From an optimization exercise on the open Yosys and OpenROAD flow, aimed at small area, a short achievable clock period and few clock cycles per item; shortcuts taken in it are not production practice.

==> harbor <==
Design aes128_ctr, start of the top module:
module aes128_ctr (
    input  wire         clk,
    input  wire         rst,
    input  wire         cmd_valid,
    output wire         cmd_ready,
    input  wire [2:0]   cmd_op,
    input  wire [4:0]   cmd_len,
    input  wire [127:0] cmd_data,
    output reg          res_valid,
    output reg          res_err,
    output reg  [127:0] res_data
);
  localparam OP_KEYEXP = 3'd0;
  localparam OP_ENCB   = 3'd1;
  localparam OP_SETCTR = 3'd2;
  localparam OP_CTRX   = 3'd3;
  localparam OP_CLR    = 3'd4;
  localparam NS = 20;           
  reg [127:0] key;
  reg         kvalid;
  reg [127:0] ctr;
  reg [128*NS-1:0] dt_all;      
  reg              s0_key;      
  reg              s0_set;      
  reg              s0_inc;      
  reg              s0_clr;      
  wire [127:0] ctr_now    = s0_clr ? 128'd0 :
                            s0_set ? dt_all[0 +: 128] :
                            s0_inc ? ctr + 128'd1 : ctr;
  ...
clock: 10.0 ns
lec_check: 0
cap_margin: 20
core_margin: 2
core_utilization: 60
place_density: 0.7
setup_slack_margin: 5
slew_margin: 20
synth_hierarchical: 1
standard.sh (not shown) runs the stock make flow with config.mk's settings and CLKGATE_MAP_FILE= SYNTH_SCRIPT=/design/flow/synth_recipe.tcl, a recipe that flattens the netlist after the stock synthesis.
==> flow/flow/run.sh <==
#!/bin/bash
set -euo pipefail
SETUP_MARGIN=6.3
bash standard.sh SETUP_SLACK_MARGIN=$SETUP_MARGIN finish > standard_flow.log 2>&1
==> sierra: changes against harbor <==
--- a/flow/design.v
+++ b/flow/design.v
@@ -197,27 +197,24 @@
                             s0_set ? dt_all[0 +: 128] :
                             s0_inc ? ctr + 128'd1 : ctr;
   wire         kvalid_now = s0_key | (kvalid & ~s0_clr);
   always @(posedge clk) begin
     ctr    <= ctr_now;
     kvalid <= kvalid_now;
     if (s0_key) key <= dt_all[0 +: 128];
   end
-  reg         sk_v;
+  reg         sk_v;         
   reg         rdy;          
-  reg [2:0]   sk_op;
-  reg [4:0]   sk_len;
-  reg [127:0] sk_data;
   reg [19:0]  kstep;        
   assign cmd_ready = rdy;
   wire         in_v    = sk_v | cmd_valid;
-  wire [2:0]   in_op   = sk_v ? sk_op   : cmd_op;
-  wire [4:0]   in_len  = sk_v ? sk_len  : cmd_len;
-  wire [127:0] in_data = sk_v ? sk_data : cmd_data;
+  wire [2:0]   in_op   = sk_v ? OP_KEYEXP : cmd_op;
+  wire [4:0]   in_len  = cmd_len;
+  wire [127:0] in_data = sk_v ? dt_all[0 +: 128] : cmd_data;
   wire op_key   = (in_op == OP_KEYEXP);
   wire op_enc   = (in_op == OP_ENCB);
   wire op_set   = (in_op == OP_SETCTR);
   wire op_ctr   = (in_op == OP_CTRX);
   wire op_clr   = (in_op == OP_CLR);
   wire op_ill   = in_op[2] & (in_op[1] | in_op[0]);
   wire len_big  = in_len[4] & (|in_len[3:0]);
   wire len_zero = ~(|in_len);
@@ -226,21 +223,16 @@
   wire go    = in_v & ~stall & ~rst;    
   wire enc_go   = op_enc & kvalid_now;
   wire ctr_go   = op_ctr & kvalid_now & ~len_big & ~len_zero;
   wire cmd_err  = op_ill | (op_enc & ~kvalid_now) | (op_ctr & (~kvalid_now | len_big));
   wire [4:0] cmd_keep = enc_go ? 5'd16 : (ctr_go ? in_len : 5'd0);
   always @(posedge clk) begin
     sk_v <= in_v & stall & ~rst;
     rdy  <= ~(in_v & stall & ~rst);
-    if (!sk_v) begin
-      sk_op   <= cmd_op;
-      sk_len  <= cmd_len;
-      sk_data <= cmd_data;
-    end
     s0_key <= go & op_key;
     s0_set <= go & op_set;
     s0_inc <= go & ctr_go;
     s0_clr <= rst | (go & op_clr);
   end
   reg  [127:0] kc;
   reg  [15:0]  kmid;
   wire [15:0]  kmid_d;
@@ -377,32 +369,46 @@
   generate
     for (i = 0; i < 16; i = i + 1) begin : g_sub
       aes_sbox_b u_sbox (.a(s[127-8*i -: 8]), .m(m[63-4*i -: 4]), .y(sb[127-8*i -: 8]));
     end
     for (i = 0; i < 16; i = i + 1) begin : g_shift
       assign sr[127-8*i -: 8] = sb[127-8*((i % 4) + 4*(((i / 4) + (i % 4)) % 4)) -: 8];
     end
     for (c = 0; c < 4; c = c + 1) begin : g_mix
-      wire [7:0] a0 = sr[127-8*(4*c+0) -: 8];
-      wire [7:0] a1 = sr[127-8*(4*c+1) -: 8];
-      wire [7:0] a2 = sr[127-8*(4*c+2) -: 8];
-      wire [7:0] a3 = sr[127-8*(4*c+3) -: 8];
-      wire [7:0] d0 = {a0[6:0], 1'b0} ^ (a0[7] ? 8'h1b : 8'h00);
-      wire [7:0] d1 = {a1[6:0], 1'b0} ^ (a1[7] ? 8'h1b : 8'h00);
-      wire [7:0] d2 = {a2[6:0], 1'b0} ^ (a2[7] ? 8'h1b : 8'h00);
-      wire [7:0] d3 = {a3[6:0], 1'b0} ^ (a3[7] ? 8'h1b : 8'h00);
-      assign mc[127-8*(4*c+0) -: 8] = d0 ^ (d1 ^ a1) ^ a2 ^ a3;
-      assign mc[127-8*(4*c+1) -: 8] = a0 ^ d1 ^ (d2 ^ a2) ^ a3;
-      assign mc[127-8*(4*c+2) -: 8] = a0 ^ a1 ^ d2 ^ (d3 ^ a3);
-      assign mc[127-8*(4*c+3) -: 8] = (d0 ^ a0) ^ a1 ^ a2 ^ d3;
+      aes_mix_column u_mix (.a(sr[127-32*c -: 32]), .b(mc[127-32*c -: 32]));
     end
   endgenerate
   assign y = mc;
 endmodule
+module aes_mix_column (
+    input  wire [31:0] a,
+    output wire [31:0] b
+);
+  wire [31:0] t;     
+  wire [31:0] xt;    
+  wire [31:0] u;     
+  genvar i, k;
+  generate
+    for (i = 0; i < 4; i = i + 1) begin : g_byte
+      for (k = 0; k < 8; k = k + 1) begin : g_bit
+        sb_xor u_t (.a(a[31-8*i-7+k]), .b(a[31-8*((i+1)%4)-7+k]), .y(t[31-8*i-7+k]));
+        sb_xor u_u (.a(a[31-8*((i+1)%4)-7+k]), .b(t[31-8*((i+2)%4)-7+k]), .y(u[31-8*i-7+k]));
+        sb_xor u_b (.a(xt[31-8*i-7+k]), .b(u[31-8*i-7+k]), .y(b[31-8*i-7+k]));
+        if (k == 1 || k == 3 || k == 4) begin : g_red
+          sb_xor u_x (.a(t[31-8*i-7+k-1]), .b(t[31-8*i]), .y(xt[31-8*i-7+k]));
+        end else if (k == 0) begin : g_lsb
+          assign xt[31-8*i-7] = t[31-8*i];
+        end else begin : g_shl
+          assign xt[31-8*i-7+k] = t[31-8*i-7+k-1];
+        end
+      end
+    end
+  endgenerate
+endmodule
 module aes_last_round_b (
     input  wire [127:0] s,
     input  wire [63:0]  m,
     input  wire [127:0] rk,
     output wire [127:0] y
 );
   wire [127:0] sb;
   wire [127:0] sr;
==> flow/config.mk (replaced) <==
export PLATFORM = sky130hd
export DESIGN_NAME = aes128_ctr
export DESIGN_NICKNAME = aes128_ctr
export VERILOG_FILES = /design/flow/design.v
export SDC_FILE = /design/flow/constraint.sdc
export NUM_CORES = 8
export LEC_CHECK = 0
export CAP_MARGIN = 20
export CORE_MARGIN = 2
export CORE_UTILIZATION = 50
export CTS_CLUSTER_DIAMETER = 100
export CTS_CLUSTER_SIZE = 22
export PLACE_DENSITY = 0.6
export SETUP_SLACK_MARGIN = 5
export SLEW_MARGIN = 20
export SYNTH_HIERARCHICAL = 1
==> summary of the runs <==
harbor finished but failed the layout checks on antenna violations. sierra finished but fails on antenna violations. Of sierra and harbor, harbor has the higher sequential cell count (gap 8). In routed wire length, harbor and sierra hardly differ. Design area: harbor is larger than sierra (about 5%). Against sierra, the setup slack of harbor is worse by 0.13 ns. Of sierra and harbor, sierra has the higher fmax (gap about 3.5%, measured against harbor). In harbor the register-to-register slack is lower than in sierra, by 0.13 ns. Against harbor, the synthesized cell count of sierra is higher by 2.0%. Clock skew is about the same in sierra and harbor.
Function was not checked in any run of this note: the RTL went through the layout flow alone.

-- what the ideal ports hide --
How much do the figures lean on ideal ports? The routed layouts below were timed once more, with nothing changed but the port constraints. Step 1: set_driving_cell puts a clkbuf_16 on clk and a buf_2 on each other input, an assumption about the parent block. Step 2 also shifts input and output timing later by t, the mid clock arrival at the registers, as if the neighbouring blocks saw the same clock. Slacks: ideal / step 1 / step 2; pairs: ideal / step 1.
run	t (ns)	slack for setup (ns)	hold slack, ns	worst setup path after step 2
harbor	1.327	6.053 / 6.053 / 5.151	0.226 / 0.226 / 0.226	input to register
sierra	1.276	6.187 / 6.056 / 5.203	0.273 / 0.273 / 0.273	input to register
For sierra, which loses most, drivers alone change the setup slack by -0.131 ns; drivers and shift together by -0.984 ns.
